From an optimization exercise on the open Yosys and OpenROAD flow, aimed at small area, a short achievable clock period and few clock cycles per item; shortcuts taken in it are not production practice.
Only simulation tests tie the RTL to the original design; equivalence was not proved.
Power figures rest on the tool's default switching activity, not on a simulated workload.

**constraint.sdc**
```tcl
create_clock -name core_clock -period 6.0 [get_ports {clk}]
set_input_delay 1.2000 -clock core_clock [delete_from_list [all_inputs] [get_ports {clk}]]
set_output_delay 1.2000 -clock core_clock [all_outputs]
set_load 0.01 [all_outputs]
```
**flow/abc.script**
```
strash
dc2
dch -f
map -D 1200
topo
buffer -p
upsize -D 1200
dnsize -D 1200
stime -p
```
**flow/opts.sh**
```bash
# keep the single tie cell synthesis makes for the constant outputs
export SKIP_REPAIR_TIE_FANOUT=1
```
**flow/mysynth.tcl**
```tcl
# The standard synthesis (synth_recipe.tcl), with only the ABC mapping call
# replaced: flow/abc.script (MY_ABC_SCRIPT) instead of the ORFS speed script,
# and, when MY_NO_FA is set, no extraction of full/half adder cells.
proc synth {args} { yosys synth -nofsm -noshare {*}$args }
proc abc {args} {
  set out {}
  set skip 0
  foreach a $args {
    if {$skip} { set skip 0; continue }
    if {$a eq "-script" || $a eq "-D"} { set skip 1; continue }
    lappend out $a
  }
  if {[info exists ::env(MY_ABC_SCRIPT)] && $::env(MY_ABC_SCRIPT) ne ""} {
    lappend out -script $::env(MY_ABC_SCRIPT)
  }
  if {[info exists ::env(MY_ABC_D)] && $::env(MY_ABC_D) ne ""} {
    lappend out -D $::env(MY_ABC_D)
  }
  puts "abc call: $out"
  yosys abc {*}$out
}
if {[info exists ::env(MY_NO_FA)] && $::env(MY_NO_FA) ne ""} { set ::env(ADDER_MAP_FILE) "" }
source $::env(SCRIPTS_DIR)/synth.tcl
# left out here: clear keep_hierarchy, flatten, clean up, hide names made inside functions, write 1_2_yosys.v
```
**design.v**
```verilog
module lfp16_mcu (
    input  wire        clk,
    input  wire        rst,         
    input  wire        cmd_valid,
    output wire        cmd_ready,
    input  wire [63:0] cmd,
    output reg         rsp_valid,
    input  wire        rsp_ready,
    output wire [63:0] rsp
);
    reg [3:0] cfg_f;
    reg       cfg_rmode;    
    wire [7:0]  op = cmd[63:56];
    wire [14:0] ma = cmd[14:0];
    wire [14:0] mb = cmd[46:32];
    wire        sa = cmd[15];
    wire        sb = cmd[47];
    wire [31:0] x  = cmd[31:0];
    wire z_rsv = ~|cmd[55:48];
    wire z_b   = ~|cmd[47:32];
    wire z_ahi = ~|cmd[31:16];
    wire mz_a  = ~|ma;
    wire mz_b  = ~|mb;
    wire a_zero = mz_a & ~sa;
    wire a_nar  = mz_a & sa;
    wire b_zero = z_b;
    wire b_nar  = mz_b & sb;
    wire ok_n   = z_rsv & z_b & z_ahi & a_zero;
    wire ok_u16 = z_rsv & z_b & z_ahi;
    wire ok_u32 = z_rsv & z_b;
    wire ok_b16 = z_rsv & z_ahi;
    wire hi0 = (op[7:4] == 4'h0);
    wire hi1 = (op[7:4] == 4'h1);
    wire hi2 = (op[7:4] == 4'h2);
    wire [3:0] lo = op[3:0];
    wire is_getcfg = hi0 & (lo == 4'h1);
    wire is_setf   = hi0 & (lo == 4'h2);
    wire is_setr   = hi0 & (lo == 4'h3);
    wire is_mul    = hi1 & (lo == 4'h0);
    wire is_div    = hi1 & (lo == 4'h1);
    wire is_sqr    = hi1 & (lo == 4'h2);
    wire is_sqrt   = hi1 & (lo == 4'h3);
    wire is_inv    = hi1 & (lo == 4'h4);
    wire is_neg    = hi1 & (lo == 4'h5);
    wire is_cmp    = hi2 & (lo <= 4'h4);
    wire illegal = ~(((is_mul | is_div | is_cmp) & ok_b16) |
                     ((is_sqr | is_sqrt | is_inv | is_neg) & ok_u16) |
                     (is_getcfg & ok_n) | ((is_setf | is_setr) & ok_u32));
    wire f_fmt  = ~z_ahi | (|x[15:4]) | (x[3:0] < 4'd7) | (x[3:0] > 4'd11);
    wire f_rnd  = ~z_ahi | (|x[15:1]);
    wire f_neg  = sa & ~mz_a;
    wire [2:0] fault = illegal ? 3'd4 :
                       (is_sqrt & f_neg) ? 3'd3 :
                       (is_setr & f_rnd) ? 3'd2 :
                       (is_setf & f_fmt) ? 3'd1 : 3'd0;
    wire notice  = is_setf & ~illegal & ~f_fmt;
    wire set_r   = is_setr & ~illegal & ~f_rnd;
    wire q_inv  = op[5] | op[2] | op[0];
    wire q_k    = ~op[5] & (op[1] | op[2] | ~op[4]);
    wire k_14   = q_k & ~(op[4] & op[1] & ~op[0]);         
    wire k_13   = op[4] & op[1] & op[0];                  
    wire p_m    = op[5] | (op[4] & ~op[1] & (~op[2] | op[0]));
    wire p_sqr  = op[4] & op[1] & ~op[0];
    wire p_sqrt = op[4] & op[1] & op[0];
    wire p_inv  = op[4] & op[2] & ~op[0];
    wire p_cfg  = ~op[4];
    wire r_bit  = cfg_rmode & ma[0] & ma[1];
    wire [14:0] q_val = ((mb ^ {15{q_inv}}) & {15{~q_k}}) | {k_14, k_13, 13'd0};
    wire [15:0] p_alt = ({ma, 1'b0} & {16{p_sqr}}) | ({2'b0, ma[14:1]} & {16{p_sqrt}}) |
                        ({1'b0, ~ma} & {16{p_inv}}) |
                        ({7'd0, cfg_rmode, ~cfg_f, cfg_f} & {16{p_cfg}});
    wire [15:0] p_val = p_m ? {1'b0, ma} : p_alt;
    wire        c_in  = p_sqrt ? r_bit : (q_inv & ~q_k) | p_inv;
    wire [9:0] lo_ext = {1'b0, p_val[7:0], 1'b1} + {1'b0, q_val[7:0], c_in};
    wire [8:0] t_lo   = lo_ext[9:1];            
    wire [7:0] u_hi   = p_val[15:8] + {1'b0, q_val[14:8]};
    reg k_n, s15_n;
    always @(*) begin
        k_n = 1'b1; s15_n = 1'b0;
        if (is_getcfg) begin
            k_n = 1'b0;
        end else if (is_mul) begin
            k_n = a_nar | b_nar | a_zero | b_zero;
            s15_n = a_nar | b_nar | (~a_zero & ~b_zero & (sa ^ sb));
        end else if (is_div) begin
            k_n = a_nar | b_nar | b_zero | a_zero;
            s15_n = a_nar | b_nar | b_zero | (~a_zero & (sa ^ sb));
        end else if (is_sqr | is_sqrt) begin
            k_n = mz_a;
            s15_n = a_nar;
        end else if (is_inv) begin
            k_n = mz_a;
            s15_n = mz_a | sa;
        end else if (is_neg) begin
            k_n = mz_a;
            s15_n = sa ^ ~mz_a;
        end
    end
    wire lt11 = sa & ~sb;                   
    wire eq11 = ~(sa ^ sb);
    wire lt10 = sa;                         
    wire lt0  = ~sb;                        
    reg  x11_n, x10_n, x0_n;
    always @(*) begin
        case (lo[2:0])
            3'd0:    begin x11_n = eq11;          x10_n = 1'b0;  x0_n = 1'b0; end
            3'd1:    begin x11_n = lt11 | eq11;   x10_n = lt10;  x0_n = lt0;  end
            3'd2:    begin x11_n = lt11;          x10_n = lt10;  x0_n = lt0;  end
            3'd3:    begin x11_n = ~lt11 & ~eq11; x10_n = ~lt10; x0_n = ~lt0; end
            default: begin x11_n = ~lt11;         x10_n = ~lt10; x0_n = ~lt0; end
        endcase
    end
    wire cmp_ok = is_cmp & ~a_nar & ~b_nar;
    assign cmd_ready = ~rsp_valid | rsp_ready;
    reg [8:0]  r_lo;
    reg [7:0]  r_hi;
    reg        r_k, r_s15, r_x11, r_x10, r_x0;
    reg [2:0]  r_fc;        
    always @(posedge clk) begin
        if (rst) begin
            cfg_f     <= 4'd8;
            cfg_rmode <= 1'b0;
            rsp_valid <= 1'b0;
        end else begin
            rsp_valid <= cmd_valid | (rsp_valid & ~rsp_ready);
            if (cmd_valid & cmd_ready & notice) cfg_f     <= x[3:0];
            if (cmd_valid & cmd_ready & set_r)  cfg_rmode <= x[0];
        end
        if (cmd_ready) begin
            r_lo     <= t_lo;
            r_hi     <= u_hi;
            r_k      <= k_n;
            r_s15    <= s15_n;
            r_x11    <= x11_n & cmp_ok;
            r_x10    <= x10_n & cmp_ok;
            r_x0     <= x0_n & cmp_ok;
            r_fc     <= notice ? 3'd5 : fault;
        end
    end
    wire [15:0] r_t = {r_hi + {7'd0, r_lo[8]}, r_lo[7:0]};
    wire over  = r_t[15] & r_t[14];
    wire under = ~r_t[15] & ~r_t[14];
    wire z13_1 = ~|r_t[13:1];
    wire [14:0] m_cl;
    assign m_cl[14]   = r_t[15];
    assign m_cl[13:1] = (r_t[13:1] | {13{over}}) & {13{~under}};
    assign m_cl[0]    = r_t[0] | over | under | (~r_t[15] & z13_1);
    wire [2:0] r_fault  = {r_fc[2] & ~r_fc[0], r_fc[1], r_fc[0] & ~r_fc[2]};
    wire       r_notice = r_fc[2] & r_fc[0];
    wire live = ~r_fc[1] & ~(r_fc[2] ^ r_fc[0]);
    wire [15:0] r_res;
    assign r_res[15]   = r_s15 & live;
    assign r_res[14:1] = m_cl[14:1] & {14{~r_k & live}};
    wire eq_m = ~r_t[14] & z13_1 & ~r_t[0];           
    wire c_bit = r_t[15] ? (eq_m ? r_x11 : r_x10) : r_x0;
    assign r_res[0]    = ((m_cl[0] & ~r_k) | c_bit) & live;
    assign rsp = {28'd0, r_notice, r_fault, 16'd0, r_res};
endmodule
```
**flow/run.sh**
```bash
#!/bin/bash
# Own flow: the standard layout (standard.sh), except
#  - synthesis (flow/mysynth.tcl) maps with flow/abc.script; the registers
#    are those of the standard synthesis;
#  - every port still gets its buffer, but a plain sky130 buf_1 instead of
#    the delay cell buffer_ports picks by default;
#  - flow/opts.sh may set further options (see there).
# Each tool's output goes to a log file here (synth.log, layout.log).
set -euo pipefail
W=$(pwd)
export MY_ABC_SCRIPT="$W/flow/abc.script"
export MY_ABC_D=
export BUFFER_PORTS_ARGS="-buffer_cell sky130_fd_sc_hd__buf_1"
if [[ -f "$W/flow/opts.sh" ]]; then source "$W/flow/opts.sh"; fi
make -C "$FLOW_HOME" DESIGN_CONFIG="$W/config.mk" WORK_HOME="$W/orfs" CLKGATE_MAP_FILE= \
  SYNTH_SCRIPT="$W/flow/mysynth.tcl" synth > "$W/synth.log" 2>&1
bash standard.sh finish > "$W/layout.log" 2>&1
```
**standard.sh**
```bash
#!/bin/bash
# synth_recipe.tcl (not shown) runs the flow's synth.tcl, then flattens the netlist and writes it again
# the make line also repeats each setting of config.mk as NAME=value (left out here)
make -C /OpenROAD-flow-scripts/flow DESIGN_CONFIG=/design/flow/config.mk WORK_HOME=/design/flow/orfs CLKGATE_MAP_FILE= SYNTH_SCRIPT=/design/flow/synth_recipe.tcl "${@:-finish}"
```
**config.mk**
```make
export PLATFORM = sky130hd
export DESIGN_NAME = lfp16_mcu
export DESIGN_NICKNAME = lfp16_mcu
export VERILOG_FILES = /design/flow/design.v
export SDC_FILE = /design/flow/constraint.sdc
export NUM_CORES = 4
export LEC_CHECK = 0
export CAP_MARGIN = 20
export CORE_MARGIN = 2
export CORE_UTILIZATION = 40
export SETUP_SLACK_MARGIN = 2.0
export SLEW_MARGIN = 20
```
==> reports/metrics.sh, run 1 <==
SYNTH.MUX.AREA_FRACTION_PCT=0
STDCELL_AREA_MM2=0.004051
FIRST_GLOBAL_VIAS=3230
AVGROUTEDWIREPERCELL_UM=13.87
GRT.MET1_USAGE_PCT=24.60
ROUTED_WIRELENGTH_UM=9486
GRT_PASS1_WL_UM=15140
GRT_USAGE_PCT=18.86
CLOCK_SINK_COUNT=31
ANTENNA_FOUND_INITIAL=0
AREAGROWTHSYNTHTOFINISH_PCT=9.134
PLACEMENT_ROWS=35
POST-SYNTH-TOP-AREA-CELL='sky130_fd_sc_hd__edfxtp_1'
SYNTH_COMMON_CELLS='65 x sky130_fd_sc_hd__inv_1, 56 x sky130_fd_sc_hd__o21ai_0, 55 x sky130_fd_sc_hd__nand2_1'
YS.FLOP_TYPE='sky130_fd_sc_hd__edfxtp_1'
GRT_START_MAX_NET_PINS=45
COUNT_OF_INPUT_AND_OUTPUT_BUFFERS=89
ROUTED_VIA_DENSITY=5.218
WORST_IR_DROP_VDD_mV=0.08821
NETLIST_AREA_MM2=0.003712
GLOBALROUTEMET2UTIL_PCT=31.60
WORST_SETUP_PATH_END_KIND='register'
MAXCAPVIOLATIONS=0
PLACE_HPWL_UM=7595
HOLDCRITSTARTPOINT='cfg_f[2]$_SDFFE_PP0P_'
FIN_NETS=668
ROUTE.VIAS.TOTAL=3569
SYNTHSIMPLEGATEAREAFRAC_PCT=22.35
MIN_PATH_CELLS=2
CP.ARRIVAL_NS=3.78
ASYNC_FLOP_SHARE_PCT=0
TIMING.FMAX_MHz=266.5
SYNTH_SEQ_CELLS=31
GLOBAL_ROUTE.PEAK_USAGE_LAYER='met2'
SYNTHCELLS=521
WORST_EP_REQUIRED_TIME_NS=6.03
SETUP.WORST_PATH.CLASS='in -> reg'
LAYOUT_FILLERS=928
RR_STARTPOINT='cfg_f[0]$_SDFFE_PP0P_'
IOPINCOUNT=134
DRT-PASS1-ITER-COUNT=5
SYNTH_COMPOUND_GATE_AREA_SHARE_PCT=21.50
GLOBALROUTE.TOTALOVERFLOW=0
CLOCK_LATENCY_NS=0.29
HOLD-PATH-ENDPOINT='cfg_f[2]$_SDFFE_PP0P_'
REGAREA_UM2=870.8
MAPPEDNETLISTNETS=617
POWER.DENSITY_mW_PER_MM2=184.7
RUN_STATUS='finished clean'
SYNTH.MOST_COMMON_CELL='sky130_fd_sc_hd__inv_1'
MULTI_INPUT_AREA_MM2=0.002195
RSZ_0062_RAISED_AFTER_GLOBAL_ROUTING='false'
DIE_Y_UM=100.3
FF2FF_PATH_DEPTH=15
PLACE.GP.CONGESTION=0.9119
INITIAL_UTILIZATION_PCT=40.76
SYNTH_XOR_AREA_SHARE_PCT=4.449
SLEW_VIOLATIONS=0
LAYOUT_WORST_PATH_CYCLE_SHARE_PCT=62.53
DIE-AREA_MM2=0.01007
DETAIL_ROUTE.DRC_VIOLATIONS=0
CLK_TRANSITION_REPORTED_PATHS_NS=0.07
CTSROOTBUFFERMASTER='sky130_fd_sc_hd__clkbuf_8'
NUMBER_OF_FLOPS_MAPPED_TO_ENABLE_CELLS_BY_YOSYS=25
CLOCKBUFFERDEPTH=2
TRITONCTS.NUM_BUFFERS=5
FP.COREAREA_MM2=0.009109
CHIPWIDTH_UM=100.3
CP_MAX_FO=16
LARGEST_FAMILY_OF_LOGIC_CELLS_BY_SYNTHESIZED_AREA='simple AND/OR/NAND/NOR gates'
FINALCRITICALPERIOD_NS=3.752
SYNTH_FA_HA_AREA_SHARE_PCT=9.842
SYNTHESIZED_AREA_PER_CELL_UM2=7.125
DETAIL_ROUTE.ITER0.VIOLATIONS=211
CELL_AREA_PLACED_MM2=0.003800
DRIVE_GT1_SHARE_PCT=9.773
YS_TYPES=48
DETAIL-ROUTE-ANTENNA-NETS=0
TRITONCTS_CLOCK_TREE='yes'
TIMING.RR.END='r_lo[7]$_DFFE_PN_'
SYNTH_SEQ_AREA_SHARE_PCT=23.46
HOLD_VIOL=0
WORST_CLOCK_SKEW_NS=0.01417
SETUP.WORST_PATH.START_CLASS='primary input'
GRT_USE_MET3_PCT=3.621
H-TREE-DEPTH=2
FF2FF_SETUP_SLACK_NS=3.43
SYNTH_WARNINGS=1
FIN_TNS_SETUP_NS=0
ANTENNADIODECOUNT=0
STATIC-LEAKAGE-POWER_nW=1.692
MIN_PATH_TYPE='reg -> reg'
FINAL-SETUP-VIOL-COUNT=0
YOSYS-TOP-CELLS-AREA='sky130_fd_sc_hd__edfxtp_1 20%, sky130_fd_sc_hd__buf_4 9.5%, sky130_fd_sc_hd__ha_1 8.8%'
SYNTH.TOP_CELL.AREA_SHARE_PCT=20.22
[cell type report]
| class | instances | area share [%] |
|---|---|---|
| clock buffers | 5 | 1.699 |
| clock inverters | 3 | 0.9574 |
| inverters | 74 | 6.887 |
| multi-input cells | 357 | 54.17 |
| flip-flops and latches | 31 | 21.49 |
| well taps | 111 | 3.428 |
| repair buffers | 103 | 11.37 |
[flip-flops by register name (all words and copies together) (netlist names)]
signal and cells:
cfg_rmode 1, r_x11 1, r_x10 1, r_x0 1
r_fc 3, rsp_valid 1, r_k 1, r_lo 9
r_s15 1, r_hi 8, cfg_f 4
[metrics by stage]
stage / hold slack, ns / cells / total power [mW] / setup WS [ns] / utilization (%)
3_3_place_gp: 0.4852 / 664 / 0.5393 / 1.643 / 41.72
5_1_grt: 0.5289 / 684 / 0.8043 / 2.054 / 44.48
3_5_place_dp: 0.4880 / 664 / 0.5437 / 1.530 / 41.72
6_report: 0.4991 / 684 / 0.7485 / 2.248 / 44.48
4_1_cts: 0.4985 / 672 / 0.7443 / 2.025 / 43.01
2_1_floorplan: 0.4478 / 521 / 0.4914 / 2.110 / -
[cell usage in the layout (no fill, tap or decap), types with 2 or more instances in the layout]
cell / synthesis / final
sky130_fd_sc_hd__a21oi_1: 45 / 45
sky130_fd_sc_hd__a31oi_1: 5 / 5
sky130_fd_sc_hd__buf_1: 0 / 85
sky130_fd_sc_hd__buf_2: 2 / 2
sky130_fd_sc_hd__buf_4: 47 / 11
sky130_fd_sc_hd__clkbuf_2: 0 / 2
sky130_fd_sc_hd__clkbuf_8: 0 / 5
sky130_fd_sc_hd__clkinv_2: 1 / 2
sky130_fd_sc_hd__dfxtp_1: 6 / 6
sky130_fd_sc_hd__edfxtp_1: 25 / 25
sky130_fd_sc_hd__fa_1: 2 / 2
sky130_fd_sc_hd__ha_1: 26 / 26
sky130_fd_sc_hd__inv_1: 65 / 64
sky130_fd_sc_hd__inv_2: 8 / 9
sky130_fd_sc_hd__nand2_1: 55 / 54
sky130_fd_sc_hd__nand2_2: 3 / 3
sky130_fd_sc_hd__nand3_1: 16 / 15
sky130_fd_sc_hd__nand4_1: 9 / 9
sky130_fd_sc_hd__nor2_1: 49 / 47
sky130_fd_sc_hd__nor2_2: 1 / 3
sky130_fd_sc_hd__nor3_1: 10 / 10
sky130_fd_sc_hd__nor3_2: 3 / 3
sky130_fd_sc_hd__nor3_4: 3 / 3
sky130_fd_sc_hd__nor4_1: 7 / 7
sky130_fd_sc_hd__o2111ai_1: 2 / 2
sky130_fd_sc_hd__o211ai_1: 2 / 2
sky130_fd_sc_hd__o21ai_0: 56 / 54
sky130_fd_sc_hd__o21ai_1: 3 / 5
sky130_fd_sc_hd__o21bai_1: 2 / 2
sky130_fd_sc_hd__o22ai_1: 22 / 22
sky130_fd_sc_hd__or4_1: 2 / 2
sky130_fd_sc_hd__xnor2_1: 5 / 5
sky130_fd_sc_hd__xor2_1: 12 / 12
[report_power, final]
part	internal [mW]	switching (mW)	leakage (nW)
registers	0.275	0.0183	0.312
clock network	0.121	0.0770	0.0556
logic	0.0899	0.167	1.32
total	0.486	0.262	1.69
[per-layer routing]
layer / wire, um / vias up
met5: 0 / -
met4: 196 / 0
met3: 629 / 17
met2: 4357 / 128
met1: 4302 / 1580
li1: - / 1844
[worst max path at each step]
stage | startpoint | to | slack [ns] | cells after the start
6_report | cmd[58] | r_hi[7]$_DFFE_PN_ | 2.25 | 19
5_1_grt | cmd[58] | r_lo[7]$_DFFE_PN_ | 2.05 | 18
4_1_cts | cmd[58] | r_lo[7]$_DFFE_PN_ | 2.03 | 18
3_5_place_dp | cmd[58] | r_lo[7]$_DFFE_PN_ | 1.53 | 16
3_3_place_gp | cmd[58] | r_lo[7]$_DFFE_PN_ | 1.64 | 16
2_1_floorplan | cmd[57] | r_lo[7]$_DFFE_PN_ | 2.11 | 19
[kinds of logic (layout without fill, tap and decap cells)]
group	count (synthesis)	count (layout)
AOI/OAI and AO/OA	144	144
xor gates and xnor gates	18	18
adders and majority gates	28	28
buffers and inverters	133	185
DFF	31	31
other	1	1
and+or+nand+nor	166	166
[worst max-delay path: stages]
cell and delay, ns:
sky130_fd_sc_hd__clkbuf_2 0.16, sky130_fd_sc_hd__inv_2 0.12, sky130_fd_sc_hd__nor2_2 0.18, sky130_fd_sc_hd__nor2_1 0.07
sky130_fd_sc_hd__nor2_2 0.15, sky130_fd_sc_hd__buf_6 0.18, sky130_fd_sc_hd__o21ai_0 0.09, sky130_fd_sc_hd__o22ai_1 0.30
sky130_fd_sc_hd__inv_1 0.08, sky130_fd_sc_hd__ha_1 0.27, sky130_fd_sc_hd__a21o_1 0.17, sky130_fd_sc_hd__a21oi_1 0.19
sky130_fd_sc_hd__nor2_1 0.07, sky130_fd_sc_hd__nor2_1 0.10, sky130_fd_sc_hd__o21bai_1 0.10, sky130_fd_sc_hd__nand2_1 0.07
sky130_fd_sc_hd__nand2_1 0.04, sky130_fd_sc_hd__a21oi_1 0.14, sky130_fd_sc_hd__xor2_1 0.08
[what timing repair did]
item,CTS,global route
hold buffers,0,0
setup endpoints to repair,2,3
hold endpoints to repair,0,0
buffers inserted,0,11
pin swaps,0,0
gates cloned,0,1
gates resized for setup,4,12
Testbench counts, summed over its fixed seeds: cycles 24,008, items 24,000.
==> run 2: changes to the inputs <==
--- a/design.v
+++ b/design.v
@@ -138,9 +138,10 @@
         end
     end
     wire [15:0] r_t = {r_hi + {7'd0, r_lo[8]}, r_lo[7:0]};
+    wire z_hi = r_lo[8] ? (&r_hi[5:0]) : ~|r_hi[5:0];
     wire over  = r_t[15] & r_t[14];
     wire under = ~r_t[15] & ~r_t[14];
-    wire z13_1 = ~|r_t[13:1];
+    wire z13_1 = z_hi & ~|r_lo[7:1];
     wire [14:0] m_cl;
     assign m_cl[14]   = r_t[15];
     assign m_cl[13:1] = (r_t[13:1] | {13{over}}) & {13{~under}};
==> flow/abc.script (replaced) <==
strash
dc2
dch -f
map -D 2000
topo
buffer -p
upsize -D 2000
dnsize -D 2000
stime -p
==> run 2 against run 1 <==
Still clean on timing, DRC and antenna. Clock power about the same. Sequential share of layout area increased by 0.94 points. Synthesized cell count decreased by 3.6%. Worst hold slack got worse by 0.0047 ns. Power decreased by 0.53%. First-iteration DRC count decreased by 33%. Global-route usage decreased by 0.26 points. Critical path type unchanged.
==> reports/metrics.sh, run 2 <==
RUN_STATUS='finished clean'  # unchanged
STATIC-LEAKAGE-POWER_nW=1.607  # was 1.692 nW
SYNTH.MOST_COMMON_CELL='sky130_fd_sc_hd__inv_1'  # unchanged
YS.FLOP_TYPE='sky130_fd_sc_hd__edfxtp_1'  # unchanged
POST-SYNTH-TOP-AREA-CELL='sky130_fd_sc_hd__edfxtp_1'  # unchanged
CRITICAL_PATH.MOST_COMMON_CELL='sky130_fd_sc_hd__nor2_1'  # unchanged
GLOBAL_ROUTE.PEAK_USAGE_LAYER='met2'  # unchanged
MAXCAPVIOLATIONS=0  # unchanged
AVGROUTEDWIREPERCELL_UM=13.98  # was 13.87 um
LARGEST_REGISTER_FFS=9  # unchanged
ROUTE.VIAS.TOTAL=3438  # was 3569
DETAIL-ROUTE-ANTENNA-NETS=0  # unchanged
DIE_Y_UM=98.39  # was 100.3 um
ROUTED_VIA_DENSITY=5.217  # was 5.218
GRT_PASS1_WL_UM=14810  # was 15140 um
ROUTED_WIRELENGTH_UM=9216  # was 9486 um
SYNTHESIZED_AREA_PER_CELL_UM2=7.098  # was 7.125 um2
BIGGESTREGSBYFLOPS='r_lo x9, r_hi x8, cfg_f x4'  # unchanged
CELL_AREA_PLACED_MM2=0.003667  # was 0.003800 mm2
ANTENNADIODECOUNT=0  # unchanged
H-TREE-DEPTH=2  # unchanged
CHIPWIDTH_UM=98.39  # was 100.3 um
LAYOUT_COMMON_CELLS='86 x sky130_fd_sc_hd__buf_1, 71 x sky130_fd_sc_hd__inv_1, 54 x sky130_fd_sc_hd__o21ai_0'  # was 85 x sky130_fd_sc_hd__buf_1, 64 x sky130_fd_sc_hd__inv_1, 54 x sky130_fd_sc_hd__nand2_1, 54 x sky130_fd_sc_hd__o21ai_0, 47 x sky130_fd_sc_hd__nor2_1
LARGEST_REGISTER='r_lo'  # unchanged
RR_STARTPOINT='cfg_f[0]$_SDFFE_PP0P_'  # unchanged
DETAIL_ROUTE.DRC_VIOLATIONS=0  # unchanged
LAYOUT.CELLS.MOST_COMMON='sky130_fd_sc_hd__buf_1'  # unchanged
NUMBER_OF_FLOPS_MAPPED_TO_ENABLE_CELLS_BY_YOSYS=25  # unchanged
DETAIL_ROUTE.ITER0.VIOLATIONS=142  # was 211
RSZ_0062_RAISED_AFTER_GLOBAL_ROUTING='true'  # was false
PLACE.GP.CONGESTION=0.9006  # was 0.9119
CLOCKBUFFERDEPTH=2  # unchanged
CTSROOTBUFFERMASTER='sky130_fd_sc_hd__clkbuf_8'  # unchanged
AREAGROWTHSYNTHTOFINISH_PCT=8.954  # was 9.134%
CP.ARRIVAL_NS=3.79  # was 3.78 ns
HOLD_VIOL=0  # unchanged
SYNTH_SEQ_AREA_SHARE_PCT=24.44  # was 23.46%
GLOBALROUTE.TOTALOVERFLOW=0  # unchanged
SYNTH.TOP_CELL.AREA_SHARE_PCT=21.07  # was 20.22%
WORST_SLEW_MARGIN_REL_PCT=57.22
TIMING.CRITICAL_PATH.FROM='cmd[58]'  # unchanged
SYNTH_WARNINGS=1  # unchanged
CLOCK_SINK_COUNT=31  # unchanged
CRIT_CHAIN='clkbuf_2 > inv_1 > nor2_1 > nor2_1 > nor2_4 > buf_4 > o22ai_1 > inv_1 > ha_1 > a21oi_1 > o21ai_0 > a21oi_1 > o21ai_0 > a21oi_1 > nor2_1 > nor2_1 > xor2_1'  # was clkbuf_2 > inv_2 > nor2_2 > nor2_1 > nor2_2 > buf_6 > o21ai_0 > o22ai_1 > inv_1 > ha_1 > a21o_1 > a21oi_1 > nor2_1 > nor2_1 > o21bai_1 > nand2_1 > nand2_1 > a21oi_1 > xor2_1
LAYOUT_WORST_PATH_CYCLE_SHARE_PCT=62.64  # was 62.53%
MIN_PATH_TYPE='reg -> reg'  # unchanged
PLACEMENT_ROWS=34  # was 35
CP_MAX_FO=12  # was 16
SYNTH_COMMON_CELLS='74 x sky130_fd_sc_hd__inv_1, 55 x sky130_fd_sc_hd__o21ai_0, 52 x sky130_fd_sc_hd__nor2_1'  # was 65 x sky130_fd_sc_hd__inv_1, 56 x sky130_fd_sc_hd__o21ai_0, 55 x sky130_fd_sc_hd__nand2_1
INITIAL_UTILIZATION_PCT=41.06  # was 40.76%
DRIVE_GT1_SHARE_PCT=6.534  # was 9.773%
WORST_CLOCK_SKEW_NS=0.009947  # was 0.01417 ns
TIMING.FMAX_MHz=266.1  # was 266.5 MHz
IOPINCOUNT=134  # unchanged
SYNTHCELLS=502  # was 521
DRT-PASS1-ITER-COUNT=5  # unchanged
WORST_EP_REQUIRED_TIME_NS=6.03  # about the same
FIN_TNS_SETUP_NS=0  # unchanged
CLK_TRANSITION_REPORTED_PATHS_NS=0.07  # about the same
REGAREA_UM2=870.8  # unchanged
WORST_IR_DROP_VDD_mV=0.08848  # was 0.08821 mV
FINALCRITICALPERIOD_NS=3.759  # was 3.752 ns
FINAL-SETUP-VIOL-COUNT=0  # unchanged
SETUP.WORST_PATH.START_CLASS='primary input'  # unchanged
CRITPATHMAXSTAGEDELAY_NS=0.29  # was 0.30 ns
COUNT_OF_INPUT_AND_OUTPUT_BUFFERS=89  # unchanged
GRT_USAGE_PCT=18.60  # was 18.86%
FIN_NETS=646  # was 668
GRT_START_MAX_NET_PINS=45  # unchanged
ASYNC_FLOP_SHARE_PCT=0  # unchanged
FIRST_GLOBAL_VIAS=3225  # was 3230
SETUP.WORST_PATH.CLASS='in -> reg'  # unchanged
NETLIST_AREA_MM2=0.003563  # was 0.003712 mm2
GRT.MET1_USAGE_PCT=23.53  # was 24.60%
CRIT_SLOWEST_CELL='sky130_fd_sc_hd__o21ai_0'  # was sky130_fd_sc_hd__o22ai_1
TRITONCTS.NUM_BUFFERS=5  # unchanged
SLEW_VIOLATIONS=0  # unchanged
GLOBALROUTEMET2UTIL_PCT=32.39  # was 31.60%
HOLDCRITSTARTPOINT='cfg_f[0]$_SDFFE_PP0P_'  # was cfg_f[2]$_SDFFE_PP0P_
CLOCK_LATENCY_NS=0.29  # about the same
YOSYS-TOP-CELLS-AREA='sky130_fd_sc_hd__edfxtp_1 21%, sky130_fd_sc_hd__buf_4 9.7%, sky130_fd_sc_hd__ha_1 9.1%'  # was sky130_fd_sc_hd__edfxtp_1 20%, sky130_fd_sc_hd__buf_4 9.5%, sky130_fd_sc_hd__ha_1 8.8%
WORST_SETUP_PATH_END_KIND='register'  # unchanged
STDCELL_AREA_MM2=0.003882  # was 0.004051 mm2
TRITONCTS_CLOCK_TREE='yes'  # unchanged
SYNTH_SEQ_CELLS=31  # unchanged
POWER.DENSITY_mW_PER_MM2=191.8  # was 184.7 mW/mm2
MULTI_INPUT_AREA_MM2=0.002079  # was 0.002195 mm2
ANTENNA_FOUND_INITIAL=0  # unchanged
YS_TYPES=46  # was 48
GRT_USE_MET3_PCT=3.364  # was 3.621%
TIGHTESTPINTRANSITION_NS=0.6359
MAPPEDNETLISTNETS=598  # was 617
DIE-AREA_MM2=0.009680  # was 0.01007 mm2
PLACE_HPWL_UM=7392  # was 7595 um
FP.COREAREA_MM2=0.008678  # was 0.009109 mm2
LAYOUT_FILLERS=908  # was 928
[run 2: cell types whose count changed in the layout (fill, tap and decap cells not counted), sizes merged, moves of 4 or more]
cell | previous run | this run
nand2 | 58 | 46
nand3 | 16 | 10
or4 | 2 | 6
a21oi | 45 | 40
buf | 100 | 93
nor2 | 50 | 55
nand4 | 10 | 4
a22oi | 0 | 5
o22ai | 22 | 13
o21ai | 60 | 56
[run 2: area by class of cell]
class,count,share of cell area (%)
multi-input combinational,339,53.56
clock inverter,3,0.9990
sequential,31,22.43
inverter,77,7.767
timing repair buffer,95,9.861
clock buffer,5,1.772
timing repair inverter,1,0.1289
tap,108,3.481
[run 2: stage by stage]
| step | setup slack (ns) | hold WS [ns] | total power, mW | std cells | util, % |
|---|---|---|---|---|---|
| after detailed placement | 1.085 | 0.4897 | 0.5332 | 646 | 42.26 |
| after CTS | 2.051 | 0.5009 | 0.7384 | 654 | 43.76 |
| after global routing | 1.983 | 0.5312 | 0.7980 | 659 | 44.74 |
| final | 2.242 | 0.4943 | 0.7445 | 659 | 44.74 |
| after floorplan | 2.139 | 0.4433 | 0.4869 | 502 | - |
| after global placement | 1.134 | 0.4822 | 0.5305 | 646 | 42.26 |
[run 2: path summary, 6_finish.rpt]
kind | end | slack (ns) | depth (start not counted)
hold / removal | cfg_f[0]$_SDFFE_PP0P_ | 0.49 | 2
hold reg to reg | cfg_f[0]$_SDFFE_PP0P_ | 0.49 | 2
setup / recovery | r_hi[7]$_DFFE_PN_ | 2.24 | 17
setup reg to reg | r_lo[6]$_DFFE_PN_ | 3.51 | 14
[run 2: layer usage]
layer / routed length (um) / share of wire (%)
met1: 4111 / 45
met2: 4300 / 47
met3: 555 / 6.0
met4: 247 / 2.7
met5: 0 / 0
[run 2: timing repair]
item	CTS	global route
endpoints found under the setup margin	12	15
setup buffers	0	4
hold buffers	0	0
gates resized for setup	9	15
cloned	0	1
pin swaps	0	3
[run 2: critical path, delay by kind of cell]
| kind | cells | cell delay (ns) |
|---|---|---|
| AO/OA/AOI/OAI | 6 | 1.08 |
| buffers and inverters | 4 | 0.62 |
| AND/OR/NAND/NOR | 5 | 0.49 |
| adder cells (fa/ha/maj) | 1 | 0.28 |
| XOR/XNOR | 1 | 0.13 |
[run 2: cells by family after synthesis]
kind of cell / after synthesis / share of synthesized area (%)
DFF: 31 / 24.44
xor gates and xnor gates: 20 / 4.916
AOI/OAI and AO/OA: 136 / 21.66
adders and majority gates: 28 / 10.25
other: 1 / 0.1052
and+or+nand+nor: 154 / 19.84
buffers and inverters: 132 / 18.79
[run 2: where the power goes]
part	switching [mW]	total, mW	internal, mW
sequential	0.0233	0.301	0.277
clock	0.0800	0.201	0.121
combinational	0.155	0.242	0.0877
total	0.258	0.745	0.487
Testbench counts of run 2, summed over its fixed seeds: cycles 24,008, items 24,000.
==> run 3: changes to the inputs <==
--- a/config.mk
+++ b/config.mk
@@ -7,6 +7,6 @@
 export LEC_CHECK = 0
 export CAP_MARGIN = 20
 export CORE_MARGIN = 2
-export CORE_UTILIZATION = 40
+export CORE_UTILIZATION = 55
 export SETUP_SLACK_MARGIN = 2.0
 export SLEW_MARGIN = 20
==> run 3 against run 2 <==
Wire length fell by 2.6%. Highest routed layer unchanged. Power rose by 0.59%. Maximum frequency fell by 1.1%. Design area fell by 1.6%. Clock skew down 0.0030 ns. Via count fell by 0.61%. Combinational power hardly changed. Critical endpoint is now r_lo[7]$_DFFE_PN_. Final cell count fell by 4.9%. Clock power rose by 2%. Register-to-register slack about the same. Synthesized cell count unchanged.
==> reports/metrics.sh, run 3 <==
CHIPWIDTH_UM=84.49  # was 98.39 um
MIN_PATH_TYPE='reg -> reg'  # unchanged
DRIVE_GT1_SHARE_PCT=6.182  # was 6.534%
TIMING.CRITICAL_PATH.MAX_DELAY_FAMILY='compound AO/OA/AOI/OAI gates'  # unchanged
LAYOUT_WORST_PATH_CYCLE_SHARE_PCT=63.34  # was 62.64%
H-TREE-DEPTH=2  # unchanged
SYNTH_SEQ_AREA_SHARE_PCT=24.44  # unchanged
FINAL-SETUP-VIOL-COUNT=0  # unchanged
BIGGESTREGSBYFLOPS='r_lo x9, r_hi x8, cfg_f x4'  # unchanged
LARGEST_REGISTER_FFS=9  # unchanged
CP.ARRIVAL_NS=3.84  # was 3.79 ns
WORST_CLOCK_SKEW_NS=0.006916  # was 0.009947 ns
CLOCK_LATENCY_NS=0.29  # about the same
COMB_POWER_SHARE_PCT=32.3  # was 32.6%
DETAIL-ROUTE-ANTENNA-NETS=0  # unchanged
AVGROUTEDWIREPERCELL_UM=14.32  # was 13.98 um
SYNTH_WARNINGS=1  # unchanged
COUNT_OF_INPUT_AND_OUTPUT_BUFFERS=89  # unchanged
WORST_SETUP_PATH_END_KIND='register'  # unchanged
WORST_IR_DROP_VDD_mV=0.1294  # was 0.08848 mV
FIN_TOTAL_PWR_mW=0.7489  # was 0.7445 mW
CP_MAX_FO=26  # was 12
SETUP.WORST_PATH.START_CLASS='primary input'  # unchanged
SYNTH_SEQ_CELLS=31  # unchanged
HOLD-PATH-ENDPOINT='cfg_f[0]$_SDFFE_PP0P_'  # unchanged
RUN_STATUS='finished clean'  # unchanged
DIE-AREA_MM2=0.007139  # was 0.009680 mm2
CLK_TRANSITION_REPORTED_PATHS_NS=0.07  # about the same
PLACEMENT_ROWS=29  # was 34
GRT_USAGE_PCT=25.26  # was 18.60%
FF2FF_SETUP_SLACK_NS=3.51  # about the same
CRITPATHMAXSTAGEDELAY_NS=0.38  # was 0.29 ns
REGAREA_UM2=870.8  # unchanged
WORST_EP_REQUIRED_TIME_NS=6.04  # was 6.03 ns
LAYOUT_FILLERS=630  # was 908
CRIT_CHAIN='clkbuf_2 > inv_2 > nor2_1 > nor2_1 > nor2_1 > buf_6 > inv_1 > a221oi_1 > a32oi_1 > ha_1 > a21oi_1 > o21bai_1 > a21oi_1 > nor2_1 > o21ai_0 > nand2_1 > xor2_1'  # was clkbuf_2 > inv_1 > nor2_1 > nor2_1 > nor2_4 > buf_4 > o22ai_1 > inv_1 > ha_1 > a21oi_1 > o21ai_0 > a21oi_1 > o21ai_0 > a21oi_1 > nor2_1 > nor2_1 > xor2_1
INTERNAL_POWER_mW=0.4855  # was 0.4866 mW
IOPINCOUNT=134  # unchanged
AREAGROWTHSYNTHTOFINISH_PCT=7.198  # was 8.954%
SYNTH.TOP_CELL.AREA_SHARE_PCT=21.07  # unchanged
SETUP.WORST_PATH.CLASS='in -> reg'  # unchanged
FIRST_GLOBAL_VIAS=3189  # was 3225
HOLDCRITSTARTPOINT='cfg_f[0]$_SDFFE_PP0P_'  # unchanged
ROUTE.VIAS.TOTAL=3417  # was 3438
WORST-PATH-BUF-INV=4  # unchanged
DETAIL_ROUTE.DRC_VIOLATIONS=0  # unchanged
LAYOUT_COMMON_CELLS='86 x sky130_fd_sc_hd__buf_1, 72 x sky130_fd_sc_hd__inv_1, 55 x sky130_fd_sc_hd__o21ai_0'  # was 86 x sky130_fd_sc_hd__buf_1, 71 x sky130_fd_sc_hd__inv_1, 54 x sky130_fd_sc_hd__o21ai_0
LARGEST_REGISTER='r_lo'  # unchanged
ANTENNA_FOUND_INITIAL=0  # unchanged
NUMBER_OF_FLOPS_MAPPED_TO_ENABLE_CELLS_BY_YOSYS=25  # unchanged
SLEW_VIOLATIONS=0  # unchanged
STATIC-LEAKAGE-POWER_nW=1.604  # was 1.607 nW
CRIT_SLOWEST_CELL='sky130_fd_sc_hd__ha_1'  # was sky130_fd_sc_hd__o21ai_0
WORST_SLEW_MARGIN_REL_PCT=58.02  # was 57.22%
RSZ_0062_RAISED_AFTER_GLOBAL_ROUTING='true'  # unchanged
ASYNC_FLOP_SHARE_PCT=0  # unchanged
TRITONCTS_CLOCK_TREE='yes'  # unchanged
TRITONCTS.NUM_BUFFERS=5  # unchanged
DIE_Y_UM=84.49  # was 98.39 um
P_SW_mW=0.2633  # was 0.2580 mW
MIN_PATH_CELLS=2  # unchanged
P_CLK_SHARE_PCT=27.4  # was 27.1%
TIGHTESTPINTRANSITION_NS=0.6217  # was 0.6359 ns
FINALCRITICALPERIOD_NS=3.801  # was 3.759 ns
RR_STARTPOINT='cfg_f[0]$_SDFFE_PP0P_'  # unchanged
INITIAL_UTILIZATION_PCT=56.44  # was 41.06%
MULTI_INPUT_AREA_MM2=0.002066  # was 0.002079 mm2
PLACE.GP.CONGESTION=0.9749  # was 0.9006
DETAIL_ROUTE.ITER0.VIOLATIONS=174  # was 142
GRT_START_MAX_NET_PINS=45  # unchanged
SYNTHESIZED_AREA_PER_CELL_UM2=7.098  # unchanged
SYNTH.MOST_COMMON_CELL='sky130_fd_sc_hd__inv_1'  # unchanged
GRT_PASS1_WL_UM=14590  # was 14810 um
CTSROOTBUFFERMASTER='sky130_fd_sc_hd__clkbuf_8'  # unchanged
PLACE_HPWL_UM=7243  # was 7392 um
CLOCKBUFFERDEPTH=2  # unchanged
YOSYS-TOP-CELLS-AREA='sky130_fd_sc_hd__edfxtp_1 21%, sky130_fd_sc_hd__buf_4 9.7%, sky130_fd_sc_hd__ha_1 9.1%'  # unchanged
YS.FLOP_TYPE='sky130_fd_sc_hd__edfxtp_1'  # unchanged
FF2FF_PATH_DEPTH=14  # unchanged
PORTION_OF_TOTAL_POWER_ATTRIBUTED_TO_SEQUENTIAL_CELLS_PCT=40.3  # was 40.4%
MAPPEDNETLISTNETS=598  # unchanged
MAXCAPVIOLATIONS=0  # unchanged
DRT-PASS1-ITER-COUNT=5  # unchanged
TIMING.FMAX_MHz=263.1  # was 266.1 MHz
GLOBALROUTE.TOTALOVERFLOW=0  # unchanged
ROUTED_VIA_DENSITY=5.450  # was 5.217
YS_TYPES=46  # unchanged
TIMING.RR.END='r_lo[6]$_DFFE_PN_'  # unchanged
SYNTH_COMMON_CELLS='74 x sky130_fd_sc_hd__inv_1, 55 x sky130_fd_sc_hd__o21ai_0, 52 x sky130_fd_sc_hd__nor2_1'  # unchanged
LAYOUT.CELLS.MOST_COMMON='sky130_fd_sc_hd__buf_1'  # unchanged
FIN_TNS_SETUP_NS=0  # unchanged
HOLD_VIOL=0  # unchanged
CLOCK_SINK_COUNT=31  # unchanged
FIN_NETS=645  # was 646
ANTENNADIODECOUNT=0  # unchanged
POWER.DENSITY_mW_PER_MM2=196.1  # was 191.8 mW/mm2
HOLD_SLACK_NS=0.4962  # was 0.4943 ns
POST-SYNTH-TOP-AREA-CELL='sky130_fd_sc_hd__edfxtp_1'  # unchanged
SYNTHCELLS=502  # unchanged
ROUTED_WIRELENGTH_UM=8980  # was 9216 um
POWER.SHARE.SWITCHING_PCT=35.16  # was 34.65%
FP.COREAREA_MM2=0.006314  # was 0.008678 mm2
NETLIST_AREA_MM2=0.003563  # unchanged
CRITICAL_PATH.MOST_COMMON_CELL='sky130_fd_sc_hd__nor2_1'  # unchanged
[run 3: changes by cell type in the layout (fill, tap and decap cells not counted), sizes merged]
| cell | before | now |
|---|---|---|
| inv | 75 | 74 |
| clkbuf | 7 | 8 |
| clkinvlp | 3 | 2 |
| buf | 93 | 91 |
| clkinv | 2 | 4 |
[run 3: area by class of cell]
| type | count | share of cell area [%] |
|---|---|---|
| clock inverters | 3 | 1.015 |
| multi-input cells | 339 | 54.08 |
| flip-flops and latches | 31 | 22.80 |
| clock buffers | 5 | 1.802 |
| well taps | 77 | 2.522 |
| repair buffers | 94 | 9.925 |
| repair inverters | 1 | 0.1310 |
| inverters | 77 | 7.730 |
[run 3: routing by layer]
metal | vias up | routed length [um] | global-route usage [%]
met3 | 13 | 591 | 3.048
met1 | 1487 | 3990 | 33.48
met4 | 0 | 130 | 5.628
met5 | - | 0 | 0
li1 | 1779 | - | -
met2 | 138 | 4267 | 44.17
[run 3: through the flow]
stage / instance area (um2) / instances / setup WS (ns) / util, %
after floorplan: 3563 / 502 / 2.139 / -
after global placement: 3636 / 616 / 1.586 / 57.59
after detailed placement: 3636 / 616 / 1.406 / 57.59
after CTS: 3754 / 624 / 2.001 / 59.45
after global routing: 3820 / 627 / 1.924 / 60.50
final: 3820 / 627 / 2.199 / 60.50
[run 3: power by group through the flow]
stage               sequential, mW  combinational, mW  clock (mW)
CTS                          0.302              0.235       0.208
detailed placement           0.306              0.233           0
global route                 0.307              0.277       0.218
floorplan                    0.299              0.187           0
global placement             0.304              0.230           0
finish                       0.302              0.242       0.205
[run 3: logic make-up (layout without fill, tap and decap cells)]
group	after synthesis	in the layout	share of synthesized area (%)
and+or+nand+nor	154	154	19.84
other	1	1	0.1052
xor gates and xnor gates	20	20	4.916
DFF	31	31	24.44
buffers and inverters	132	180	18.79
adders and majority gates	28	28	10.25
AOI/OAI and AO/OA	136	136	21.66
[run 3: repair_timing]
| action | in CTS | in global routing |
|---|---|---|
| cloned | 0 | 1 |
| buffers inserted | 0 | 2 |
| endpoints found under the setup margin | 7 | 16 |
| hold buffers | 0 | 0 |
| pin swaps | 0 | 2 |
| gates resized for setup | 4 | 14 |
[run 3: worst register-to-register path, stage by stage, from the launching register on]
cell	delay [ns]
sky130_fd_sc_hd__dfxtp_1	0.33
sky130_fd_sc_hd__a22oi_1	0.16
sky130_fd_sc_hd__o21ai_0	0.14
sky130_fd_sc_hd__nand2_1	0.08
sky130_fd_sc_hd__o21a_1	0.18
sky130_fd_sc_hd__inv_1	0.06
sky130_fd_sc_hd__ha_1	0.28
sky130_fd_sc_hd__a31oi_1	0.21
sky130_fd_sc_hd__o21ai_1	0.12
sky130_fd_sc_hd__a21o_1	0.18
sky130_fd_sc_hd__a21oi_2	0.16
sky130_fd_sc_hd__nor2_1	0.06
sky130_fd_sc_hd__nand2_1	0.07
sky130_fd_sc_hd__nand2_1	0.06
sky130_fd_sc_hd__xor2_1	0.14
[run 3: worst max-delay path by stage]
stage / start / end / cells past startpoint
after floorplan: cmd[60] / r_lo[7]$_DFFE_PN_ / 17
after CTS: cmd[58] / r_hi[6]$_DFFE_PN_ / 15
after detailed placement: cmd[60] / r_lo[7]$_DFFE_PN_ / 17
after global placement: cmd[60] / r_lo[7]$_DFFE_PN_ / 17
after global routing: cmd[58] / r_lo[7]$_DFFE_PN_ / 17
final: cmd[58] / r_lo[7]$_DFFE_PN_ / 17
==> run 4: changes to the inputs <==
--- a/config.mk
+++ b/config.mk
@@ -7,6 +7,6 @@
 export LEC_CHECK = 0
 export CAP_MARGIN = 20
 export CORE_MARGIN = 2
-export CORE_UTILIZATION = 55
-export SETUP_SLACK_MARGIN = 2.0
+export CORE_UTILIZATION = 40
+export SETUP_SLACK_MARGIN = 2.4
 export SLEW_MARGIN = 20
==> run 4 against run 3 <==
Sequential power grew 1%. Clock power is 26% lower. Global-route usage is 5.9 points lower. Final cell count rose by 12%. Synthesized cell count did not move. Wire length up 12%. Via count is 7.8% higher. Critical path depth decreased by 7. Core utilization shrank 9.2 points.
==> reports/metrics.sh, run 4 <==
AREAGROWTHSYNTHTOFINISH_PCT=24.96  # was 7.198%
HOLD-PATH-ENDPOINT='cfg_f[0]$_SDFFE_PP0P_'  # unchanged
DRIVE_GT1_SHARE_PCT=22.64  # was 6.182%
DETAIL_ROUTE.DRC_VIOLATIONS=0  # unchanged
TRITONCTS_CLOCK_TREE='yes'  # unchanged
MULTI_INPUT_AREA_MM2=0.002315  # was 0.002066 mm2
ROUTE.VIAS.TOTAL=3684  # was 3417
RSZ_0062_RAISED_AFTER_GLOBAL_ROUTING='true'  # unchanged
CP_MAX_FO=7  # was 26
POST-SYNTH-TOP-AREA-CELL='sky130_fd_sc_hd__edfxtp_1'  # unchanged
MIN_PATH_CELLS=2  # unchanged
DIE-AREA_MM2=0.009680  # was 0.007139 mm2
TIMING.FMAX_MHz=278.0  # was 263.1 MHz
NON_FILLER_INSTANCES=700  # was 627
HOLDCRITSTARTPOINT='cfg_f[0]$_SDFFE_PP0P_'  # unchanged
MAXCAPVIOLATIONS=0  # unchanged
SYNTH.MOST_COMMON_CELL='sky130_fd_sc_hd__inv_1'  # unchanged
MAPPEDNETLISTNETS=598  # unchanged
CTS_HOLD_BUFFERS=0  # unchanged
PLACE.GP.CONGESTION=1.016  # was 0.9749
NUMBER_OF_FLOPS_MAPPED_TO_ENABLE_CELLS_BY_YOSYS=25  # unchanged
ASYNC_FLOP_SHARE_PCT=0  # unchanged
ROUTED_VIA_DENSITY=5.263  # was 5.450
DETAIL_ROUTE.ITER0.VIOLATIONS=255  # was 174
SYNTH_COMMON_CELLS='74 x sky130_fd_sc_hd__inv_1, 55 x sky130_fd_sc_hd__o21ai_0, 52 x sky130_fd_sc_hd__nor2_1'  # unchanged
CLK_TRANSITION_REPORTED_PATHS_NS=0.07  # about the same
FF2FF_PATH_DEPTH=14  # unchanged
CLOCK_LATENCY_NS=0.27  # was 0.29 ns
TIGHTESTPINTRANSITION_NS=0.5510  # was 0.6217 ns
REGAREA_UM2=870.8  # unchanged
SYNTH_WARNINGS=1  # unchanged
FIN_NETS=688  # was 645
BIGGESTREGSBYFLOPS='r_lo x9, r_hi x8, cfg_f x4'  # unchanged
TRITONCTS.NUM_BUFFERS=5  # unchanged
CLOCKBUFFERDEPTH=2  # unchanged
SYNTHESIZED_AREA_PER_CELL_UM2=7.098  # unchanged
H-TREE-DEPTH=2  # unchanged
WORST_EP_REQUIRED_TIME_NS=4.80  # was 6.04 ns
CP.ARRIVAL_NS=2.40  # was 3.84 ns
SYNTHCELLS=502  # unchanged
LAYOUT_WORST_PATH_CYCLE_SHARE_PCT=59.94  # was 63.34%
LAYOUT.CELLS.MOST_COMMON='sky130_fd_sc_hd__buf_1'  # unchanged
GRT_START_MAX_NET_PINS=45  # unchanged
GRT_PASS1_WL_UM=15440  # was 14590 um
HOLD_SLACK_NS=0.5020  # was 0.4962 ns
WORST_SETUP_PATH_END_KIND='output pin'  # was register
FP.COREAREA_MM2=0.008678  # was 0.006314 mm2
FF2FF_SETUP_SLACK_NS=3.65  # was 3.51 ns
CELL_AREA_PLACED_MM2=0.003704  # was 0.003636 mm2
COUNT_OF_INPUT_AND_OUTPUT_BUFFERS=89  # unchanged
DRT-PASS1-ITER-COUNT=7  # was 5
WORST_SLEW_MARGIN_REL_PCT=62.80  # was 58.02%
RR_STARTPOINT='cfg_f[0]$_SDFFE_PP0P_'  # unchanged
ANTENNA_FOUND_INITIAL=0  # unchanged
FINALCRITICALPERIOD_NS=3.597  # was 3.801 ns
RUN_STATUS='finished clean'  # unchanged
INITIAL_UTILIZATION_PCT=41.06  # was 56.44%
PLACE_HPWL_UM=7573  # was 7243 um
YS.FLOP_TYPE='sky130_fd_sc_hd__edfxtp_1'  # unchanged
TIMING.RR.END='r_lo[6]$_DFFE_PN_'  # unchanged
FIN_TNS_SETUP_NS=0  # unchanged
IOPINCOUNT=134  # unchanged
POWER.DENSITY_mW_PER_MM2=177.4  # was 196.1 mW/mm2
YOSYS-TOP-CELLS-AREA='sky130_fd_sc_hd__edfxtp_1 21%, sky130_fd_sc_hd__buf_4 9.7%, sky130_fd_sc_hd__ha_1 9.1%'  # unchanged
GLOBALROUTE.TOTALOVERFLOW=0  # unchanged
FIRST_GLOBAL_VIAS=3273  # was 3189
CHIPWIDTH_UM=98.39  # was 84.49 um
PLACE.DETAILED.INSTANCES=646  # was 616
HOLD_VIOL=0  # unchanged
NETLIST_AREA_MM2=0.003563  # unchanged
SYNTH.TOP_CELL.AREA_SHARE_PCT=21.07  # unchanged
STATIC-LEAKAGE-POWER_nW=1.860  # was 1.604 nW
GRT_USAGE_PCT=19.38  # was 25.26%
ROUTED_WIRELENGTH_UM=10100  # was 8980 um
DETAIL-ROUTE-ANTENNA-NETS=0  # unchanged
LARGEST_REGISTER_FFS=9  # unchanged
LAYOUT_FILLERS=868  # was 630
YS_TYPES=46  # unchanged
WORST_CLOCK_SKEW_NS=0.004598  # was 0.006916 ns
DIE_Y_UM=98.39  # was 84.49 um
WORST_IR_DROP_VDD_mV=0.08134  # was 0.1294 mV
SETUP.WORST_PATH.CLASS='reg -> out'  # was in -> reg
PLACEMENT_ROWS=34  # was 29
SYNTH_SEQ_CELLS=31  # unchanged
SYNTH_SEQ_AREA_SHARE_PCT=24.44  # unchanged
ANTENNADIODECOUNT=0  # unchanged
MIN_PATH_TYPE='reg -> reg'  # unchanged
LARGEST_REGISTER='r_lo'  # unchanged
LAYOUT_COMMON_CELLS='75 x sky130_fd_sc_hd__buf_1, 61 x sky130_fd_sc_hd__inv_1, 45 x sky130_fd_sc_hd__o21ai_0, 45 x sky130_fd_sc_hd__buf_4, 44 x sky130_fd_sc_hd__nand2_1'  # was 86 x sky130_fd_sc_hd__buf_1, 72 x sky130_fd_sc_hd__inv_1, 55 x sky130_fd_sc_hd__o21ai_0
CTSROOTBUFFERMASTER='sky130_fd_sc_hd__clkbuf_8'  # unchanged
SETUP.WORST_PATH.START_CLASS='register'  # was primary input
FINAL-SETUP-VIOL-COUNT=0  # unchanged
STDCELL_AREA_MM2=0.004453  # was 0.003820 mm2
SLEW_VIOLATIONS=0  # unchanged
AVGROUTEDWIREPERCELL_UM=14.43  # was 14.32 um
CLOCK_SINK_COUNT=31  # unchanged
TIMING.CRITICAL_PATH.FROM='r_hi[0]$_DFFE_PN_'  # was cmd[58]
-- run 4: how the worst max path moves through the flow --
stage	end	slack (ns)	cells past startpoint
detailed placement	r_lo[7]$_DFFE_PN_	1.15	15
finish	rsp[12]	2.40	10
floorplan	r_lo[7]$_DFFE_PN_	2.41	17
CTS	r_lo[7]$_DFFE_PN_	2.39	19
global placement	r_lo[7]$_DFFE_PN_	1.37	15
global route	rsp[12]	2.25	10
-- run 4: power breakdown --
| group | total, mW | switching [mW] | internal [mW] |
|---|---|---|---|
| logic | 0.334 | 0.194 | 0.140 |
| clock network | 0.151 | 0.0736 | 0.0771 |
| registers | 0.306 | 0.0281 | 0.278 |
| total | 0.790 | 0.296 | 0.494 |
-- run 4: cells by family (layout without fill, tap and decap cells) --
group / count (synthesis) / in the layout / synth area share (%)
other cells: 1 / 1 / 0.1052
buf+inv: 132 / 221 / 18.79
flops: 31 / 31 / 24.44
fa+ha+maj: 28 / 28 / 10.25
xor+xnor: 20 / 20 / 4.916
simple gates: 154 / 155 / 19.84
compound gates: 136 / 136 / 21.66
-- run 4: layout make-up --
class                           count  share of cell area [%]
Clock buffer                        5                   1.545
Clock inverter                      2                  0.1967
Inverter                           77                   7.109
Multi-Input combinational cell    340                   51.98
Sequential cell                    31                   19.56
Tap cell                          108                   3.035
Timing Repair Buffer              136                   16.47
Timing Repair inverter              1                  0.1124
-- run 4: critical path, stage by stage (launching register included) --
cell and delay, ns:
sky130_fd_sc_hd__edfxtp_1 0.43, sky130_fd_sc_hd__ha_4 0.19, sky130_fd_sc_hd__buf_4 0.11, sky130_fd_sc_hd__nand3_1 0.09, sky130_fd_sc_hd__nor3b_2 0.27, sky130_fd_sc_hd__xnor2_2 0.15
sky130_fd_sc_hd__inv_1 0.09, sky130_fd_sc_hd__nor2_2 0.05, sky130_fd_sc_hd__or3_4 0.46, sky130_fd_sc_hd__a21oi_1 0.14, sky130_fd_sc_hd__clkbuf_2 0.15
-- run 4: metrics by stage --
stage	power, mW	utilization, %	worst slack [ns]
floorplan	0.4893	-	2.414
global placement	0.5405	42.68	1.366
detailed placement	0.5431	42.68	1.155
CTS	0.7155	45.65	2.394
global route	0.8437	51.31	2.248
finish	0.7902	51.31	2.403
-- run 4: metal layers --
metal / up-vias / track usage, % / wire length, um
li1: 1868 / - / -
met1: 1688 / 26.52 / 4602
met2: 108 / 32.60 / 4809
met3: 20 / 2.505 / 468
met4: 0 / 4.636 / 218
met5: - / 0 / 0
-- run 4: what timing repair did --
action,CTS,global route
gates cloned,2,1
pin swaps,7,33
endpoints found under the setup margin,30,27
resized for setup,31,71
buffers inserted,11,33
==> run 5: changes to the inputs <==
--- a/config.mk
+++ b/config.mk
@@ -8,5 +8,5 @@
 export CAP_MARGIN = 20
 export CORE_MARGIN = 2
 export CORE_UTILIZATION = 40
-export SETUP_SLACK_MARGIN = 2.4
+export SETUP_SLACK_MARGIN = 2.3
 export SLEW_MARGIN = 20
==> run 5 against run 4 <==
Via count is 4.2% lower. Register-to-register slack got worse by 0.09 ns. First-iteration DRC count fell by 13%. Critical path type unchanged.
==> reports/metrics.sh, run 5 <==
CLK_TRANSITION_REPORTED_PATHS_NS=0.08  # was 0.07 ns
WORST_CLOCK_SKEW_NS=0.009425  # was 0.004598 ns
POWER.SHARE.SWITCHING_PCT=35.97  # was 37.42%
SYNTH_SEQ_CELLS=31  # unchanged
DIE_Y_UM=98.39  # unchanged
TIMING.FMAX_MHz=275.0  # was 278.0 MHz
REGAREA_UM2=870.8  # unchanged
TIMING.CRITICAL_PATH.MAX_DELAY_FAMILY='simple AND/OR/NAND/NOR gates'  # unchanged
FINISH.UTILIZATION_PCT=47.28  # was 51.31%
SYNTHCELLS=502  # unchanged
AREAGROWTHSYNTHTOFINISH_PCT=15.13  # was 24.96%
SETUP.WORST_PATH.START_CLASS='register'  # unchanged
CLOCKBUFFERDEPTH=2  # unchanged
CTSROOTBUFFERMASTER='sky130_fd_sc_hd__clkbuf_8'  # unchanged
RSZ_0062_RAISED_AFTER_GLOBAL_ROUTING='true'  # unchanged
STATIC-LEAKAGE-POWER_nW=1.720  # was 1.860 nW
FIN_NETS=661  # was 688
SETUP.WORST_PATH.CLASS='reg -> out'  # unchanged
TOP_LAYER_USED='met4'  # unchanged
GLOBALROUTE.TOTALOVERFLOW=0  # unchanged
HOLD_VIOL=0  # unchanged
CRIT_SLOWEST_CELL='sky130_fd_sc_hd__or3_4'  # unchanged
CLOCK_LATENCY_NS=0.29  # was 0.27 ns
CRITPATHMAXSTAGEDELAY_NS=0.44  # was 0.46 ns
LAYOUT_FILLERS=913  # was 868
MIN_PATH_TYPE='reg -> reg'  # unchanged
ANTENNA_FOUND_INITIAL=0  # unchanged
WORST-PATH-BUF-INV=1  # was 3
PLACEMENT_ROWS=34  # unchanged
PLACE_HPWL_UM=7376  # was 7573 um
SYNTHESIZED_AREA_PER_CELL_UM2=7.098  # unchanged
DETAIL_ROUTE.DRC_VIOLATIONS=0  # unchanged
SYNTH_SEQ_AREA_SHARE_PCT=24.44  # unchanged
LAYOUT_WORST_PATH_CYCLE_SHARE_PCT=60.61  # was 59.94%
GRT_START_MAX_NET_PINS=45  # unchanged
SYNTH.TOP_CELL.AREA_SHARE_PCT=21.07  # unchanged
TIGHTESTPINTRANSITION_NS=0.5793  # was 0.5510 ns
PLACE.GP.CONGESTION=0.9833  # was 1.016
RUN_STATUS='finished clean'  # unchanged
DRIVE_GT1_SHARE_PCT=14.66  # was 22.64%
LARGEST_REGISTER='r_lo'  # unchanged
DIE-AREA_MM2=0.009680  # unchanged
CRIT_CHAIN='ha_4 > ha_2 > nand3_2 > nor2_4 > xor2_2 > nor2_2 > or3_4 > a21oi_1 > clkbuf_2'  # was ha_4 > buf_4 > nand3_1 > nor3b_2 > xnor2_2 > inv_1 > nor2_2 > or3_4 > a21oi_1 > clkbuf_2
WORST_EP_REQUIRED_TIME_NS=4.80  # about the same
FP.COREAREA_MM2=0.008678  # unchanged
IOPINCOUNT=134  # unchanged
ASYNC_FLOP_SHARE_PCT=0  # unchanged
INTERNAL_POWER_mW=0.5013  # was 0.4945 mW
BIGGESTREGSBYFLOPS='r_lo x9, r_hi x8, cfg_f x4'  # unchanged
WORST_IR_DROP_VDD_mV=0.1124  # was 0.08134 mV
GRT_PASS1_WL_UM=15030  # was 15440 um
SYNTH.MOST_COMMON_CELL='sky130_fd_sc_hd__inv_1'  # unchanged
ANTENNADIODECOUNT=0  # unchanged
P_CLK_SHARE_PCT=26.4  # was 19.1%
SYNTH_COMMON_CELLS='74 x sky130_fd_sc_hd__inv_1, 55 x sky130_fd_sc_hd__o21ai_0, 52 x sky130_fd_sc_hd__nor2_1'  # unchanged
COUNT_OF_INPUT_AND_OUTPUT_BUFFERS=89  # unchanged
SLEW_VIOLATIONS=0  # unchanged
ROUTE.VIAS.TOTAL=3531  # was 3684
LAYOUT.CELLS.MOST_COMMON='sky130_fd_sc_hd__buf_1'  # unchanged
MULTI_INPUT_AREA_MM2=0.002182  # was 0.002315 mm2
ROUTED_WIRELENGTH_UM=9516  # was 10100 um
NUMBER_OF_FLOPS_MAPPED_TO_ENABLE_CELLS_BY_YOSYS=25  # unchanged
TRITONCTS.NUM_BUFFERS=5  # unchanged
DRT-PASS1-ITER-COUNT=7  # unchanged
INITIAL_UTILIZATION_PCT=41.06  # unchanged
MAPPEDNETLISTNETS=598  # unchanged
WORST_SETUP_PATH_END_KIND='output pin'  # unchanged
YS_TYPES=46  # unchanged
MET2_WIRELENGTH_UM=4366  # was 4809 um
P_SW_mW=0.2816  # was 0.2957 mW
YOSYS-TOP-CELLS-AREA='sky130_fd_sc_hd__edfxtp_1 21%, sky130_fd_sc_hd__buf_4 9.7%, sky130_fd_sc_hd__ha_1 9.1%'  # unchanged
FIN_TNS_SETUP_NS=0  # unchanged
DETAIL-ROUTE-ANTENNA-NETS=0  # unchanged
POWER.DENSITY_mW_PER_MM2=190.8  # was 177.4 mW/mm2
LAYOUT_COMMON_CELLS='78 x sky130_fd_sc_hd__buf_1, 65 x sky130_fd_sc_hd__inv_1, 48 x sky130_fd_sc_hd__o21ai_0'  # was 75 x sky130_fd_sc_hd__buf_1, 61 x sky130_fd_sc_hd__inv_1, 45 x sky130_fd_sc_hd__o21ai_0, 45 x sky130_fd_sc_hd__buf_4, 44 x sky130_fd_sc_hd__nand2_1
DETAIL_ROUTE.WIRELENGTH.MET1_UM=4383  # was 4602 um
GRT_USAGE_PCT=18.92  # was 19.38%
FINALCRITICALPERIOD_NS=3.637  # was 3.597 ns
AVGROUTEDWIREPERCELL_UM=14.12  # was 14.43 um
CHIPWIDTH_UM=98.39  # unchanged
DR_WL_MET3_UM=630  # was 468 um
H-TREE-DEPTH=2  # unchanged
PORTION_OF_TOTAL_POWER_ATTRIBUTED_TO_SEQUENTIAL_CELLS_PCT=39.2  # was 38.7%
CP_MAX_FO=7  # unchanged
CP.ARRIVAL_NS=2.44  # was 2.40 ns
MAXCAPVIOLATIONS=0  # unchanged
SYNTH_WARNINGS=1  # unchanged
WORST_SLEW_MARGIN_REL_PCT=60.89  # was 62.80%
YS.FLOP_TYPE='sky130_fd_sc_hd__edfxtp_1'  # unchanged
CLOCK_SINK_COUNT=31  # unchanged
CELL_AREA_PLACED_MM2=0.003685  # was 0.003704 mm2
FINAL-SETUP-VIOL-COUNT=0  # unchanged
TRITONCTS_CLOCK_TREE='yes'  # unchanged
FIRST_GLOBAL_VIAS=3115  # was 3273
DETAIL_ROUTE.ITER0.VIOLATIONS=222  # was 255
ROUTED_VIA_DENSITY=5.239  # was 5.263
COMB_POWER_SHARE_PCT=34.4  # was 42.2%
FF2FF_SETUP_SLACK_NS=3.56  # was 3.65 ns
NETLIST_AREA_MM2=0.003563  # unchanged
STDCELL_AREA_MM2=0.004103  # was 0.004453 mm2
LARGEST_REGISTER_FFS=9  # unchanged
POST-SYNTH-TOP-AREA-CELL='sky130_fd_sc_hd__edfxtp_1'  # unchanged
==> run 5: worst reg2reg max path, cell delays in order (launching register included) <==
cell                      delay, ns
sky130_fd_sc_hd__dfxtp_1       0.33
sky130_fd_sc_hd__a22oi_1       0.16
sky130_fd_sc_hd__o21ai_0       0.10
sky130_fd_sc_hd__nand2_1       0.07
sky130_fd_sc_hd__o21a_1        0.21
sky130_fd_sc_hd__inv_1         0.07
sky130_fd_sc_hd__ha_1          0.29
sky130_fd_sc_hd__a31oi_1       0.17
sky130_fd_sc_hd__o21ai_1       0.11
sky130_fd_sc_hd__a21o_1        0.18
sky130_fd_sc_hd__a21oi_2       0.18
sky130_fd_sc_hd__nor2_1        0.06
sky130_fd_sc_hd__nand2_1       0.07
sky130_fd_sc_hd__nand2_1       0.06
sky130_fd_sc_hd__xor2_1        0.14
==> run 5: metrics by stage <==
| stage | power (mW) | std cells | hold slack, ns | worst slack, ns |
|---|---|---|---|---|
| after floorplan | 0.4873 | 502 | 0.4433 | 2.329 |
| after global placement | 0.5367 | 647 | 0.4787 | 1.420 |
| after detailed placement | 0.5399 | 647 | 0.4848 | 1.334 |
| after CTS | 0.7576 | 663 | 0.4968 | 2.226 |
| after global routing | 0.8348 | 674 | 0.5219 | 2.250 |
| final | 0.7829 | 674 | 0.4934 | 2.363 |
==> run 5: cell families after synthesis <==
group           Yosys count  share of synthesized area [%]
flops                    31                          24.44
compound gates          136                          21.66
other cells               1                         0.1052
xor+xnor                 20                          4.916
fa+ha+maj                28                          10.25
simple gates            154                          19.84
buf+inv                 132                          18.79
==> run 5: cell type report <==
class | instances | area share (%)
sequential | 31 | 21.23
timing repair inverter | 1 | 0.1220
inverter | 77 | 7.350
multi-input combinational | 340 | 53.19
clock buffer | 5 | 1.677
clock inverter | 3 | 0.9454
timing repair buffer | 109 | 12.20
tap | 108 | 3.294
==> run 5: power groups by stage <==
stage | logic [mW] | clock network, mW | registers (mW)
4_1_cts | 0.244 | 0.210 | 0.303
2_1_floorplan | 0.188 | 0 | 0.299
6_report | 0.270 | 0.207 | 0.307
3_3_place_gp | 0.230 | 0 | 0.307
3_5_place_dp | 0.233 | 0 | 0.307
5_1_grt | 0.304 | 0.220 | 0.311
==> run 5: final timing paths <==
| path | end | cells after the start | startpoint |
|---|---|---|---|
| setup / recovery | rsp[4] | 9 | r_hi[0]$_DFFE_PN_ |
| hold / removal | cfg_f[1]$_SDFFE_PP0P_ | 2 | cfg_f[1]$_SDFFE_PP0P_ |
| setup reg to reg | r_lo[6]$_DFFE_PN_ | 14 | cfg_f[0]$_SDFFE_PP0P_ |
| hold reg to reg | cfg_f[1]$_SDFFE_PP0P_ | 2 | cfg_f[1]$_SDFFE_PP0P_ |
==> run 5: repair_timing <==
action | CTS | global route
setup endpoints to repair | 27 | 24
setup buffers | 7 | 10
pin swaps | 3 | 10
gates cloned | 1 | 1
resized for setup | 15 | 49
hold buffers | 0 | 0
==> run 5: layer usage <==
layer  vias to the layer above  global-route usage (%)
met2                       118                   31.29
li1                       1822                       -
met1                      1578                   26.30
met5                         -                       0
met4                         0                   4.320
met3                        13                   2.649

Check on run 5: ideal ports give 2.363 ns setup slack; a clkbuf_16 on the clock port and buf_2 on the inputs give 2.334 ns; moving port delays by the midpoint clock arrival (0.310 ns) as well gives 2.096 ns.
